Context: an optimization exercise on an open-source flow, tuned for small area, a short achievable clock period and few clock cycles per item. The choices shown serve that exercise and are no tape-out recipe. At most, simulation tests tie the RTL to the original design; equivalence was not proved.

==> inputs of run a <==
// cfc_cipher
module cfc_cipher (
    input  wire         clk,
    input  wire         rst,       
    input  wire         start,
    input  wire         first,
    input  wire         dec,
    input  wire [127:0] key,
    input  wire [127:0] din,
    output wire         ready,
    output wire         done,
    output wire [127:0] dout
);
==> module cfc_cipher, before the edit <==
module cfc_cipher (
    input  wire         clk,
    input  wire         rst,       
    input  wire         start,
    input  wire         first,
    input  wire         dec,
    input  wire [127:0] key,
    input  wire [127:0] din,
    output wire         ready,
    output wire         done,
    output wire [127:0] dout
);
    localparam [127:0] DEFAULT_IV = 128'h562e17996d093d28ddb3ba695a2e6f58;
    reg         busy;       
    reg         kexp;       
    reg         fin;        
    reg [3:0]   rnd;        
    reg         done_r;
    reg         mode_dec;   
    reg [127:0] state;      
    reg [127:0] rk;         
    reg [127:0] skey;       
    reg [127:0] blk;        
    reg [127:0] chain;      
    wire accept = ~busy & start;
    assign ready = ~busy;
    assign done  = done_r;
    assign dout  = state;
    reg [7:0] rcon;
    always @(*) begin
        case (rnd)
            4'd1:    rcon = 8'h01;
            4'd2:    rcon = 8'h02;
            4'd3:    rcon = 8'h04;
            4'd4:    rcon = 8'h08;
            4'd5:    rcon = 8'h10;
            4'd6:    rcon = 8'h20;
            4'd7:    rcon = 8'h40;
            4'd8:    rcon = 8'h80;
            4'd9:    rcon = 8'h1b;
            4'd10:   rcon = 8'h36;
            default: rcon = 8'h00;
        endcase
    end
    wire         kback = mode_dec & ~kexp;
    wire [127:0] ks    = busy ? rk : skey;
    wire [31:0]  w0 = ks[127:96];
    wire [31:0]  w1 = ks[95:64];
    wire [31:0]  w2 = ks[63:32];
    wire [31:0]  w3 = ks[31:0];
    wire [31:0]  ksb_in = !busy ? (skey[31:0] ^ skey[63:32]) :
                          kback ? (rk[31:0] ^ rk[63:32]) : rk[31:0];
    wire [31:0]  ksb_out;
    genvar i;
    generate
        for (i = 0; i < 4; i = i + 1) begin : g_ksbox
            aes_sbox u_ks (.a(ksb_in[31-8*i -: 8]), .y(ksb_out[31-8*i -: 8]));
        end
    endgenerate
    wire [31:0]  kt = {ksb_out[23:0], ksb_out[31:24]} ^ {rcon, 24'h0};
    wire [31:0]  f0 = w0 ^ kt;
    wire [31:0]  f1 = w1 ^ f0;
    wire [31:0]  f2 = w2 ^ f1;
    wire [31:0]  f3 = w3 ^ f2;
    wire [127:0] rk_fwd = {f0, f1, f2, f3};
    wire [127:0] rk_bwd = {f0, w1 ^ w0, w2 ^ w1, w3 ^ w2};
    wire         rdec = mode_dec;
    wire [127:0] t;
    wire [127:0] xs_rnd;
    genvar c, r;
    generate
        for (c = 0; c < 4; c = c + 1) begin : g_col
            for (r = 0; r < 4; r = r + 1) begin : g_row
                localparam integer CE = (c + r) % 4;
                localparam integer CD = (c + 4 - r) % 4;
                aes_sbox_ed u_sb (.af(state[127-8*(4*CE+r) -: 8]),
                                  .ai(state[127-8*(4*CD+r) -: 8]),
                                  .k(rk[127-8*(4*c+r) -: 8]),
                                  .inv(rdec),
                                  .y(t[127-8*(4*c+r) -: 8]));
            end
            wire [31:0] tc = t[127-32*c -: 32];
            wire [31:0] mc;
            aes_mixcol u_mc (.col(tc), .inv(rdec), .byp(fin), .y(mc));
            assign xs_rnd[127-32*c -: 32] = mc;
        end
    endgenerate
    wire [127:0] ys_rnd = rdec ? (fin ? chain : 128'h0) : rk_fwd;
    wire [127:0] acc_k  = first ? (DEFAULT_IV ^ key) : (skey ^ (mode_dec ? 128'h0 : state));
    wire [127:0] xs = !busy ? din   : kexp ? blk    : xs_rnd;
    wire [127:0] ys = !busy ? acc_k : kexp ? rk_fwd : ys_rnd;
    wire [127:0] start_key = first ? key : skey;
    wire         start_dec = first ? dec : mode_dec;
    always @(posedge clk) begin
        if (busy | start)
            state <= xs ^ ys;
    end
    always @(posedge clk) begin
        if (rst) begin
            busy   <= 1'b0;
            kexp   <= 1'b0;
            fin    <= 1'b0;
            done_r <= 1'b0;
            rnd    <= 4'd10;
        end else begin
            done_r <= 1'b0;
            if (!busy) begin
                rk <= rk_bwd;      
                if (start) begin
                    busy <= 1'b1;
                    fin  <= 1'b0;
                    if (start_dec) begin
                        if (first) begin
                            rk   <= key;
                            rnd  <= 4'd1;
                            kexp <= 1'b1;
                        end else begin
                            rnd  <= 4'd9;
                        end
                    end else begin
                        if (first) skey <= key;
                        rk    <= start_key;
                        rnd   <= 4'd1;
                    end
                end
            end else if (kexp) begin
                rnd <= rnd + 4'd1;
                if (rnd == 4'd10) begin
                    skey  <= rk_fwd;
                    rnd   <= 4'd9;
                    kexp  <= 1'b0;
                end else begin
                    rk <= rk_fwd;
                end
            end else begin
                if (mode_dec) begin
                    rk  <= rk_bwd;
                    rnd <= rnd - 4'd1;
                    fin <= (rnd == 4'd1);
                end else begin
                    rk  <= rk_fwd;
                    rnd <= rnd + 4'd1;
                    fin <= (rnd == 4'd9);
                end
                if (fin) begin
                    busy   <= 1'b0;
                    done_r <= 1'b1;
                    rnd    <= 4'd10;
                end
            end
        end
    end
    always @(posedge clk) begin
        if (accept & ~rst) begin
            blk <= din;
            if (first) begin
                mode_dec <= dec;
                chain    <= DEFAULT_IV;
            end else begin
                chain    <= blk;
            end
        end
    end
endmodule
==> module aes_mixcol, before the edit <==
module aes_mixcol (
    input  wire [31:0] col,
    input  wire        inv,
    input  wire        byp,
    output wire [31:0] y
);
    function [7:0] xt(input [7:0] v);
        xt = {v[6:0], 1'b0} ^ (v[7] ? 8'h1b : 8'h00);
    endfunction
    wire [7:0] a0 = col[31:24];
    wire [7:0] a1 = col[23:16];
    wire [7:0] a2 = col[15:8];
    wire [7:0] a3 = col[7:0];
    wire [7:0] s  = a0 ^ a1 ^ a2 ^ a3;
    wire [7:0] e0 = xt(a0 ^ a1) ^ s;
    wire [7:0] e1 = xt(a1 ^ a2) ^ s;
    wire [7:0] e2 = xt(a2 ^ a3) ^ s;
    wire [7:0] e3 = xt(a3 ^ a0) ^ s;
    wire [7:0] u  = xt(xt(a0 ^ a2));
    wire [7:0] v  = xt(xt(a1 ^ a3));
    wire [7:0] uv = xt(u ^ v);
    wire [7:0] w0 = inv ? (u ^ uv) : 8'h00;
    wire [7:0] w1 = inv ? (v ^ uv) : 8'h00;
    wire [31:0] d = byp ? 32'h0 : {e0 ^ w0, e1 ^ w1, e2 ^ w0, e3 ^ w1};
    assign y = col ^ d;
endmodule
make LEC_CHECK=0 CAP_MARGIN=20 CORE_MARGIN=2 CORE_UTILIZATION=65 PLACE_DENSITY=0.75 SETUP_SLACK_MARGIN=1.5 SLEW_MARGIN=20 SYNTH_HIERARCHICAL=1 TNS_END_PERCENT=0 finish   # period 10.0 ns
run.sh (not shown) runs the stock make flow with config.mk's settings and CLKGATE_MAP_FILE= SYNTH_SCRIPT=/design/flow/synth_recipe.tcl, a recipe that flattens the netlist after the stock synthesis.
==> inputs of run b, as changes to run a <==
--- a/flow/design.v
+++ b/flow/design.v
@@ -1,35 +1,35 @@
-module aes_sbox_ed (input wire [7:0] af, input wire [7:0] ai, input wire [7:0] k, input wire inv, output wire [7:0] y);
+module aes_sbox_ed (input wire [7:0] af, input wire [7:0] ai, input wire inv, output wire [7:0] y);
     wire [7:0] t, o; wire [3:0] d, di;
     aes_sb_in  u_in (.af(af), .ai(ai), .inv(inv), .t(t));
     aes_gf_delta u_d (.h(t[7:4]), .l(t[3:0]), .d(d));
     aes_gf_inv u_inv (.p(d), .y(di));
     aes_gf_mul u_mh (.p(t[7:4]), .q(di), .y(o[7:4]));
     aes_gf_mul u_ml (.p(t[7:4] ^ t[3:0]), .q(di), .y(o[3:0]));
-    aes_sb_out u_out (.o(o), .k(k), .inv(inv), .y(y));
+    aes_sb_out u_out (.o(o), .inv(inv), .y(y));
 endmodule
 module aes_sb_in (input wire [7:0] af, input wire [7:0] ai, input wire inv, output wire [7:0] t);
     assign t[0] = inv ? (~(ai[4] ^ ai[5])) : (af[0] ^ af[5]);
     assign t[1] = inv ? (~(ai[0] ^ ai[1] ^ ai[5])) : (af[2] ^ af[3] ^ af[5]);
     assign t[2] = inv ? (ai[1] ^ ai[4] ^ ai[5]) : (af[1] ^ af[6] ^ af[7]);
     assign t[3] = inv ? (ai[0] ^ ai[1] ^ ai[2] ^ ai[4]) : (af[1] ^ af[3] ^ af[6] ^ af[7]);
     assign t[4] = inv ? (~(ai[1] ^ ai[2] ^ ai[7])) : (af[2] ^ af[3] ^ af[4] ^ af[6] ^ af[7]);
     assign t[5] = inv ? (~(ai[0] ^ ai[4] ^ ai[5] ^ ai[6])) : (af[2] ^ af[3] ^ af[5] ^ af[7]);
     assign t[6] = inv ? (ai[1] ^ ai[2] ^ ai[3] ^ ai[4] ^ ai[5] ^ ai[7]) : (af[1] ^ af[4] ^ af[5] ^ af[6]);
     assign t[7] = inv ? (ai[1] ^ ai[2] ^ ai[6] ^ ai[7]) : (af[5] ^ af[7]);
 endmodule
-module aes_sb_out (input wire [7:0] o, input wire [7:0] k, input wire inv, output wire [7:0] y);
-    assign y[0] = inv ? (o[0] ^ o[1] ^ o[5] ^ o[7] ^ k[0]) : (~(o[0] ^ o[4] ^ o[5] ^ o[7]));
-    assign y[1] = inv ? (o[4] ^ o[5] ^ o[6] ^ k[1]) : (~(o[0] ^ o[2]));
-    assign y[2] = inv ? (o[2] ^ o[3] ^ o[5] ^ o[7] ^ k[2]) : (o[0] ^ o[1] ^ o[3]);
-    assign y[3] = inv ? (o[2] ^ o[3] ^ k[3]) : (o[0] ^ o[4] ^ o[6]);
-    assign y[4] = inv ? (o[2] ^ o[6] ^ o[7] ^ k[4]) : (o[0] ^ o[1] ^ o[2] ^ o[4] ^ o[5] ^ o[7]);
-    assign y[5] = inv ? (o[1] ^ o[5] ^ o[7] ^ k[5]) : (~(o[1] ^ o[2] ^ o[4] ^ o[5] ^ o[7]));
-    assign y[6] = inv ? (o[1] ^ o[2] ^ o[4] ^ o[6] ^ k[6]) : (~(o[4] ^ o[7]));
-    assign y[7] = inv ? (o[1] ^ o[5] ^ k[7]) : (o[1] ^ o[2] ^ o[3] ^ o[4]);
+module aes_sb_out (input wire [7:0] o, input wire inv, output wire [7:0] y);
+    assign y[0] = inv ? (o[0] ^ o[1] ^ o[5] ^ o[7]) : (~(o[0] ^ o[4] ^ o[5] ^ o[7]));
+    assign y[1] = inv ? (o[4] ^ o[5] ^ o[6]) : (~(o[0] ^ o[2]));
+    assign y[2] = inv ? (o[2] ^ o[3] ^ o[5] ^ o[7]) : (o[0] ^ o[1] ^ o[3]);
+    assign y[3] = inv ? (o[2] ^ o[3]) : (o[0] ^ o[4] ^ o[6]);
+    assign y[4] = inv ? (o[2] ^ o[6] ^ o[7]) : (o[0] ^ o[1] ^ o[2] ^ o[4] ^ o[5] ^ o[7]);
+    assign y[5] = inv ? (o[1] ^ o[5] ^ o[7]) : (~(o[1] ^ o[2] ^ o[4] ^ o[5] ^ o[7]));
+    assign y[6] = inv ? (o[1] ^ o[2] ^ o[4] ^ o[6]) : (~(o[4] ^ o[7]));
+    assign y[7] = inv ? (o[1] ^ o[5]) : (o[1] ^ o[2] ^ o[3] ^ o[4]);
 endmodule
 module aes_gf_mul (input wire [3:0] p, input wire [3:0] q, output wire [3:0] y);
     wire [6:0] r = ({7{q[0]}} & {3'b0,p}) ^ ({7{q[1]}} & {2'b0,p,1'b0}) ^ ({7{q[2]}} & {1'b0,p,2'b0}) ^ ({7{q[3]}} & {p,3'b0});
     assign y = r[3:0] ^ {r[6:4],1'b0} ^ {1'b0,r[6:4]};
 endmodule
 module aes_gf_delta (input wire [3:0] h, input wire [3:0] l, output wire [3:0] d);
     wire [6:0] r = ({7{l[0]}} & {3'b0,h}) ^ ({7{l[1]}} & {2'b0,h,1'b0}) ^ ({7{l[2]}} & {1'b0,h,2'b0}) ^ ({7{l[3]}} & {h,3'b0});
@@ -89,37 +89,43 @@
     assign y[4] = o[0] ^ o[1] ^ o[2] ^ o[4] ^ o[5] ^ o[7];
     assign y[5] = ~(o[1] ^ o[2] ^ o[4] ^ o[5] ^ o[7]);
     assign y[6] = ~(o[4] ^ o[7]);
     assign y[7] = o[1] ^ o[2] ^ o[3] ^ o[4];
 endmodule
 module aes_mixcol (
     input  wire [31:0] col,
-    input  wire        inv,
-    input  wire        byp,
     output wire [31:0] y
 );
-    function [7:0] xt(input [7:0] v);
-        xt = {v[6:0], 1'b0} ^ (v[7] ? 8'h1b : 8'h00);
-    endfunction
     wire [7:0] a0 = col[31:24];
     wire [7:0] a1 = col[23:16];
     wire [7:0] a2 = col[15:8];
     wire [7:0] a3 = col[7:0];
-    wire [7:0] s  = a0 ^ a1 ^ a2 ^ a3;
-    wire [7:0] e0 = xt(a0 ^ a1) ^ s;
-    wire [7:0] e1 = xt(a1 ^ a2) ^ s;
-    wire [7:0] e2 = xt(a2 ^ a3) ^ s;
-    wire [7:0] e3 = xt(a3 ^ a0) ^ s;
-    wire [7:0] u  = xt(xt(a0 ^ a2));
-    wire [7:0] v  = xt(xt(a1 ^ a3));
-    wire [7:0] uv = xt(u ^ v);
-    wire [7:0] w0 = inv ? (u ^ uv) : 8'h00;
-    wire [7:0] w1 = inv ? (v ^ uv) : 8'h00;
-    wire [31:0] d = byp ? 32'h0 : {e0 ^ w0, e1 ^ w1, e2 ^ w0, e3 ^ w1};
-    assign y = col ^ d;
+    wire [7:0] x0 = {a0[6:0], 1'b0} ^ (a0[7] ? 8'h1b : 8'h00);
+    wire [7:0] x1 = {a1[6:0], 1'b0} ^ (a1[7] ? 8'h1b : 8'h00);
+    wire [7:0] x2 = {a2[6:0], 1'b0} ^ (a2[7] ? 8'h1b : 8'h00);
+    wire [7:0] x3 = {a3[6:0], 1'b0} ^ (a3[7] ? 8'h1b : 8'h00);
+    assign y[31:24] = x0 ^ (x1 ^ a1) ^ a2 ^ a3;
+    assign y[23:16] = a0 ^ x1 ^ (x2 ^ a2) ^ a3;
+    assign y[15:8]  = a0 ^ a1 ^ x2 ^ (x3 ^ a3);
+    assign y[7:0]   = (x0 ^ a0) ^ a1 ^ a2 ^ x3;
+endmodule
+module aes_inv_pre (
+    input  wire [31:0] col,
+    output wire [31:0] y
+);
+    wire [7:0] a0 = col[31:24];
+    wire [7:0] a1 = col[23:16];
+    wire [7:0] a2 = col[15:8];
+    wire [7:0] a3 = col[7:0];
+    function [7:0] mul4(input [7:0] v);
+        mul4 = {v[5:0], 2'b00} ^ (v[6] ? 8'h1b : 8'h00) ^ (v[7] ? 8'h36 : 8'h00);
+    endfunction
+    wire [7:0] u = mul4(a0 ^ a2);
+    wire [7:0] v = mul4(a1 ^ a3);
+    assign y = {a0 ^ u, a1 ^ v, a2 ^ u, a3 ^ v};
 endmodule
 module cfc_cipher (
     input  wire         clk,
     input  wire         rst,       
     input  wire         start,
     input  wire         first,
     input  wire         dec,
@@ -190,25 +196,26 @@
     generate
         for (c = 0; c < 4; c = c + 1) begin : g_col
             for (r = 0; r < 4; r = r + 1) begin : g_row
                 localparam integer CE = (c + r) % 4;
                 localparam integer CD = (c + 4 - r) % 4;
                 aes_sbox_ed u_sb (.af(state[127-8*(4*CE+r) -: 8]),
                                   .ai(state[127-8*(4*CD+r) -: 8]),
-                                  .k(rk[127-8*(4*c+r) -: 8]),
                                   .inv(rdec),
                                   .y(t[127-8*(4*c+r) -: 8]));
             end
             wire [31:0] tc = t[127-32*c -: 32];
+            wire [31:0] pc;
+            aes_inv_pre u_pre (.col(tc ^ rk[127-32*c -: 32]), .y(pc));
             wire [31:0] mc;
-            aes_mixcol u_mc (.col(tc), .inv(rdec), .byp(fin), .y(mc));
-            assign xs_rnd[127-32*c -: 32] = mc;
+            aes_mixcol u_mc (.col(rdec ? pc : tc), .y(mc));
+            assign xs_rnd[127-32*c -: 32] = fin ? tc : mc;
         end
     endgenerate
-    wire [127:0] ys_rnd = rdec ? (fin ? chain : 128'h0) : rk_fwd;
+    wire [127:0] ys_rnd = rdec ? (fin ? (rk ^ chain) : 128'h0) : rk_fwd;
     wire [127:0] acc_k  = first ? (DEFAULT_IV ^ key) : (skey ^ (mode_dec ? 128'h0 : state));
     wire [127:0] xs = !busy ? din   : kexp ? blk    : xs_rnd;
     wire [127:0] ys = !busy ? acc_k : kexp ? rk_fwd : ys_rnd;
     wire [127:0] start_key = first ? key : skey;
     wire         start_dec = first ? dec : mode_dec;
     always @(posedge clk) begin
         if (busy | start)
--- a/flow/config.mk
+++ b/flow/config.mk
@@ -5,11 +5,11 @@
 export SDC_FILE = /design/flow/constraint.sdc
 export NUM_CORES = 8
 export LEC_CHECK = 0
 export CAP_MARGIN = 20
 export CORE_MARGIN = 2
 export CORE_UTILIZATION = 65
 export PLACE_DENSITY = 0.75
-export SETUP_SLACK_MARGIN = 1.5
+export SETUP_SLACK_MARGIN = 2
 export SLEW_MARGIN = 20
 export SYNTH_HIERARCHICAL = 1
 export TNS_END_PERCENT = 0
==> inputs of run c, as changes to run a <==
--- a/flow/design.v
+++ b/flow/design.v
@@ -204,72 +204,49 @@
             assign xs_rnd[127-32*c -: 32] = mc;
         end
     endgenerate
     wire [127:0] ys_rnd = rdec ? (fin ? chain : 128'h0) : rk_fwd;
     wire [127:0] acc_k  = first ? (DEFAULT_IV ^ key) : (skey ^ (mode_dec ? 128'h0 : state));
     wire [127:0] xs = !busy ? din   : kexp ? blk    : xs_rnd;
     wire [127:0] ys = !busy ? acc_k : kexp ? rk_fwd : ys_rnd;
-    wire [127:0] start_key = first ? key : skey;
     wire         start_dec = first ? dec : mode_dec;
+    wire         kexp_end = kexp & (rnd == 4'd10);
+    wire         rk_load  = accept & (first | ~start_dec);    
+    wire         rk_back  = ~busy | (mode_dec & ~kexp);
+    wire [127:0] rk_nxt   = rk_load  ? (first ? key : skey) :
+                            rk_back  ? rk_bwd :
+                            kexp_end ? rk : rk_fwd;
     always @(posedge clk) begin
         if (busy | start)
             state <= xs ^ ys;
+        rk <= rk_nxt;
+        if ((accept & first & ~dec) | kexp_end)
+            skey <= kexp_end ? rk_fwd : key;
     end
     always @(posedge clk) begin
         if (rst) begin
             busy   <= 1'b0;
             kexp   <= 1'b0;
             fin    <= 1'b0;
             done_r <= 1'b0;
             rnd    <= 4'd10;
         end else begin
-            done_r <= 1'b0;
-            if (!busy) begin
-                rk <= rk_bwd;      
-                if (start) begin
-                    busy <= 1'b1;
-                    fin  <= 1'b0;
-                    if (start_dec) begin
-                        if (first) begin
-                            rk   <= key;
-                            rnd  <= 4'd1;
-                            kexp <= 1'b1;
-                        end else begin
-                            rnd  <= 4'd9;
-                        end
-                    end else begin
-                        if (first) skey <= key;
-                        rk    <= start_key;
-                        rnd   <= 4'd1;
-                    end
-                end
-            end else if (kexp) begin
-                rnd <= rnd + 4'd1;
-                if (rnd == 4'd10) begin
-                    skey  <= rk_fwd;
-                    rnd   <= 4'd9;
-                    kexp  <= 1'b0;
-                end else begin
-                    rk <= rk_fwd;
-                end
-            end else begin
-                if (mode_dec) begin
-                    rk  <= rk_bwd;
-                    rnd <= rnd - 4'd1;
-                    fin <= (rnd == 4'd1);
-                end else begin
-                    rk  <= rk_fwd;
-                    rnd <= rnd + 4'd1;
-                    fin <= (rnd == 4'd9);
-                end
-                if (fin) begin
-                    busy   <= 1'b0;
-                    done_r <= 1'b1;
-                    rnd    <= 4'd10;
-                end
+            done_r <= busy & fin;
+            if (accept) begin
+                busy <= 1'b1;
+                fin  <= 1'b0;
+                kexp <= start_dec & first;
+                rnd  <= (start_dec & ~first) ? 4'd9 : 4'd1;
+            end else if (busy & kexp) begin
+                rnd  <= kexp_end ? 4'd9 : rnd + 4'd1;
+                kexp <= ~kexp_end;
+            end else if (busy) begin
+                busy <= ~fin;
+                fin  <= ~fin & (mode_dec ? (rnd == 4'd1) : (rnd == 4'd9));
+                rnd  <= fin ? 4'd10 : mode_dec ? rnd - 4'd1 : rnd + 4'd1;
             end
         end
     end
     always @(posedge clk) begin
         if (accept & ~rst) begin
             blk <= din;
             if (first) begin
==> flow/flow/run.sh (new file) <==
#!/bin/bash
# The standard layout, except that the port buffers are buf_1 cells instead
# of ORFS's default choice. make's output goes to standard.log, each ORFS
# step's to orfs/logs.
bash standard.sh 'BUFFER_PORTS_ARGS=-buffer_cell sky130_fd_sc_hd__buf_1' finish > standard.log 2>&1
==> flow/standard.sh (new file) <==
#!/bin/bash
# synth_recipe.tcl (not shown) runs the flow's synth.tcl, then flattens the netlist and writes it again
# the make line also repeats each setting of config.mk as NAME=value (left out here)
make -C /OpenROAD-flow-scripts/flow DESIGN_CONFIG=/design/flow/config.mk WORK_HOME=/design/flow/orfs CLKGATE_MAP_FILE= SYNTH_SCRIPT=/design/flow/synth_recipe.tcl "${@:-finish}"
removed: flow/run.sh
==> inputs of run d, as changes to run a <==
--- a/flow/design.v
+++ b/flow/design.v
@@ -90,36 +90,33 @@
     assign y[5] = ~(o[1] ^ o[2] ^ o[4] ^ o[5] ^ o[7]);
     assign y[6] = ~(o[4] ^ o[7]);
     assign y[7] = o[1] ^ o[2] ^ o[3] ^ o[4];
 endmodule
 module aes_mixcol (
     input  wire [31:0] col,
     input  wire        inv,
-    input  wire        byp,
     output wire [31:0] y
 );
     function [7:0] xt(input [7:0] v);
         xt = {v[6:0], 1'b0} ^ (v[7] ? 8'h1b : 8'h00);
     endfunction
     wire [7:0] a0 = col[31:24];
     wire [7:0] a1 = col[23:16];
     wire [7:0] a2 = col[15:8];
     wire [7:0] a3 = col[7:0];
-    wire [7:0] s  = a0 ^ a1 ^ a2 ^ a3;
-    wire [7:0] e0 = xt(a0 ^ a1) ^ s;
-    wire [7:0] e1 = xt(a1 ^ a2) ^ s;
-    wire [7:0] e2 = xt(a2 ^ a3) ^ s;
-    wire [7:0] e3 = xt(a3 ^ a0) ^ s;
+    wire [7:0] m0 = xt(a0 ^ a1) ^ a1 ^ a2 ^ a3;
+    wire [7:0] m1 = xt(a1 ^ a2) ^ a2 ^ a3 ^ a0;
+    wire [7:0] m2 = xt(a2 ^ a3) ^ a3 ^ a0 ^ a1;
+    wire [7:0] m3 = xt(a3 ^ a0) ^ a0 ^ a1 ^ a2;
     wire [7:0] u  = xt(xt(a0 ^ a2));
     wire [7:0] v  = xt(xt(a1 ^ a3));
     wire [7:0] uv = xt(u ^ v);
     wire [7:0] w0 = inv ? (u ^ uv) : 8'h00;
     wire [7:0] w1 = inv ? (v ^ uv) : 8'h00;
-    wire [31:0] d = byp ? 32'h0 : {e0 ^ w0, e1 ^ w1, e2 ^ w0, e3 ^ w1};
-    assign y = col ^ d;
+    assign y = {m0 ^ w0, m1 ^ w1, m2 ^ w0, m3 ^ w1};
 endmodule
 module cfc_cipher (
     input  wire         clk,
     input  wire         rst,       
     input  wire         start,
     input  wire         first,
     input  wire         dec,
@@ -196,16 +193,16 @@
                                   .ai(state[127-8*(4*CD+r) -: 8]),
                                   .k(rk[127-8*(4*c+r) -: 8]),
                                   .inv(rdec),
                                   .y(t[127-8*(4*c+r) -: 8]));
             end
             wire [31:0] tc = t[127-32*c -: 32];
             wire [31:0] mc;
-            aes_mixcol u_mc (.col(tc), .inv(rdec), .byp(fin), .y(mc));
-            assign xs_rnd[127-32*c -: 32] = mc;
+            aes_mixcol u_mc (.col(tc), .inv(rdec), .y(mc));
+            assign xs_rnd[127-32*c -: 32] = fin ? tc : mc;
         end
     endgenerate
     wire [127:0] ys_rnd = rdec ? (fin ? chain : 128'h0) : rk_fwd;
     wire [127:0] acc_k  = first ? (DEFAULT_IV ^ key) : (skey ^ (mode_dec ? 128'h0 : state));
     wire [127:0] xs = !busy ? din   : kexp ? blk    : xs_rnd;
     wire [127:0] ys = !busy ? acc_k : kexp ? rk_fwd : ys_rnd;
     wire [127:0] start_key = first ? key : skey;
==> flow/config.mk (replaced) <==
export PLATFORM = sky130hd
export DESIGN_NAME = cfc_cipher
export DESIGN_NICKNAME = cfc_cipher
export VERILOG_FILES = /design/flow/design.v
export SDC_FILE = /design/flow/constraint.sdc
export NUM_CORES = 8
export LEC_CHECK = 0
export CAP_MARGIN = 20
export CORE_MARGIN = 2
export CORE_UTILIZATION = 60
export PLACE_DENSITY = 0.7
export SETUP_SLACK_MARGIN = 1.5
export SLEW_MARGIN = 20
export SYNTH_HIERARCHICAL = 1
export TNS_END_PERCENT = 0
==> qor summary <==
| metric | run d | run c | run b | run a |
|---|---|---|---|---|
| Outcome | finished clean | finished clean | finished clean | finished clean |
| Number of optimization iterations in the first detailed-route pass | 6 | 9 | 8 | 7 |
| Slew of the pin with the lowest slew margin | 1290 ps | 1200 ps | 1260 ps | 1210 ps |
| Tap Cells | 1,794 | 1,637 | 1,755 | 1,650 |
| Layout cells sized above 1 | 12.8% | 15.2% | 24.5% | 15.1% |
| Slack of the critical path | 1550 ps | 1380 ps | 1740 ps | 1430 ps |
| Final clock skew | 34.8 ps | 40.3 ps | 27.3 ps | 47.3 ps |
| Worst slew margin | 13.6% | 19.4% | 16.1% | 18.7% |
| Number of buffers inserted to repair setup after CTS | 21 | 6 | 284 | 39 |
| Instance count of the mapped netlist | 9,037 | 8,800 | 9,072 | 8,914 |
| Total instance count after detailed placement | 11.1k | 10.6k | 11.1k | 10.8k |
| Pre-CTS setup slack | 455 ps | 805 ps | 207 ps | 207 ps |
| Met1 global-route usage | 58.4% | 59.6% | 62.6% | 59.5% |
| Pin count of the biggest net entering global routing | 167 | 178 | 166 | 158 |
| ClkCell Share | 2.79% | 2.89% | 2.45% | 2.48% |
| Wire length of the first global-routing pass | 434,000 µm | 432,000 µm | 478,000 µm | 451,000 µm |
| Complex-gate fraction of the synthesized area | 9.85% | 8.77% | 9.63% | 9.45% |
| Buffers & Inverters on Critical Path | 2 | 1 | 5 | 3 |
| Mean routed wirelength per cell | 26.6 µm | 27.9 µm | 29.5 µm | 28.8 µm |
| Post-synthesis cell area | 82,600 µm² | 81,200 µm² | 86,500 µm² | 82,500 µm² |
Testbench counts of run b, summed over its fixed seeds: cycles 26,330, blocks 2,182.
Testbench counts of run d, summed over its fixed seeds: cycles 26,330, blocks 2,182.
The RTL of run a and run c was laid out without a check of its function.

[re-timing with driven ports]
The flow's constraints put no driver on any port. The routed layouts listed below were extracted and timed again, unchanged, in two steps.
Step 1: set_driving_cell puts a clkbuf_16 on clk and a buf_2 on each other input, an assumption about the parent block.
Step 2 times the ports against the registers' clock, not the clock port: input delays grow and output delays shrink by t, the midpoint of the rising clock arrivals with the driver on.
a / b / c = no drivers / after step 1 / after step 2; a / b = the first two.
run | t, ns | slack for setup (ns) | latest minus earliest clock arrival (ns) | worst register clock-pin slew, ns | cell pins on the clock port's net
run a | 0.778 | 1.433 / 1.433 / 1.433 | 0.048 / 0.048 | 0.07 / 0.07 | 1
run b | 0.760 | 1.744 / 1.744 / 1.744 | 0.029 / 0.029 | 0.07 / 0.07 | 1
run c | 0.791 | 1.377 / 1.377 / 1.377 | 0.042 / 0.042 | 0.07 / 0.07 | 1
run d | 0.787 | 1.552 / 1.552 / 1.552 | 0.035 / 0.036 | 0.07 / 0.07 | 1
After both steps setup and hold are still met in every run listed.
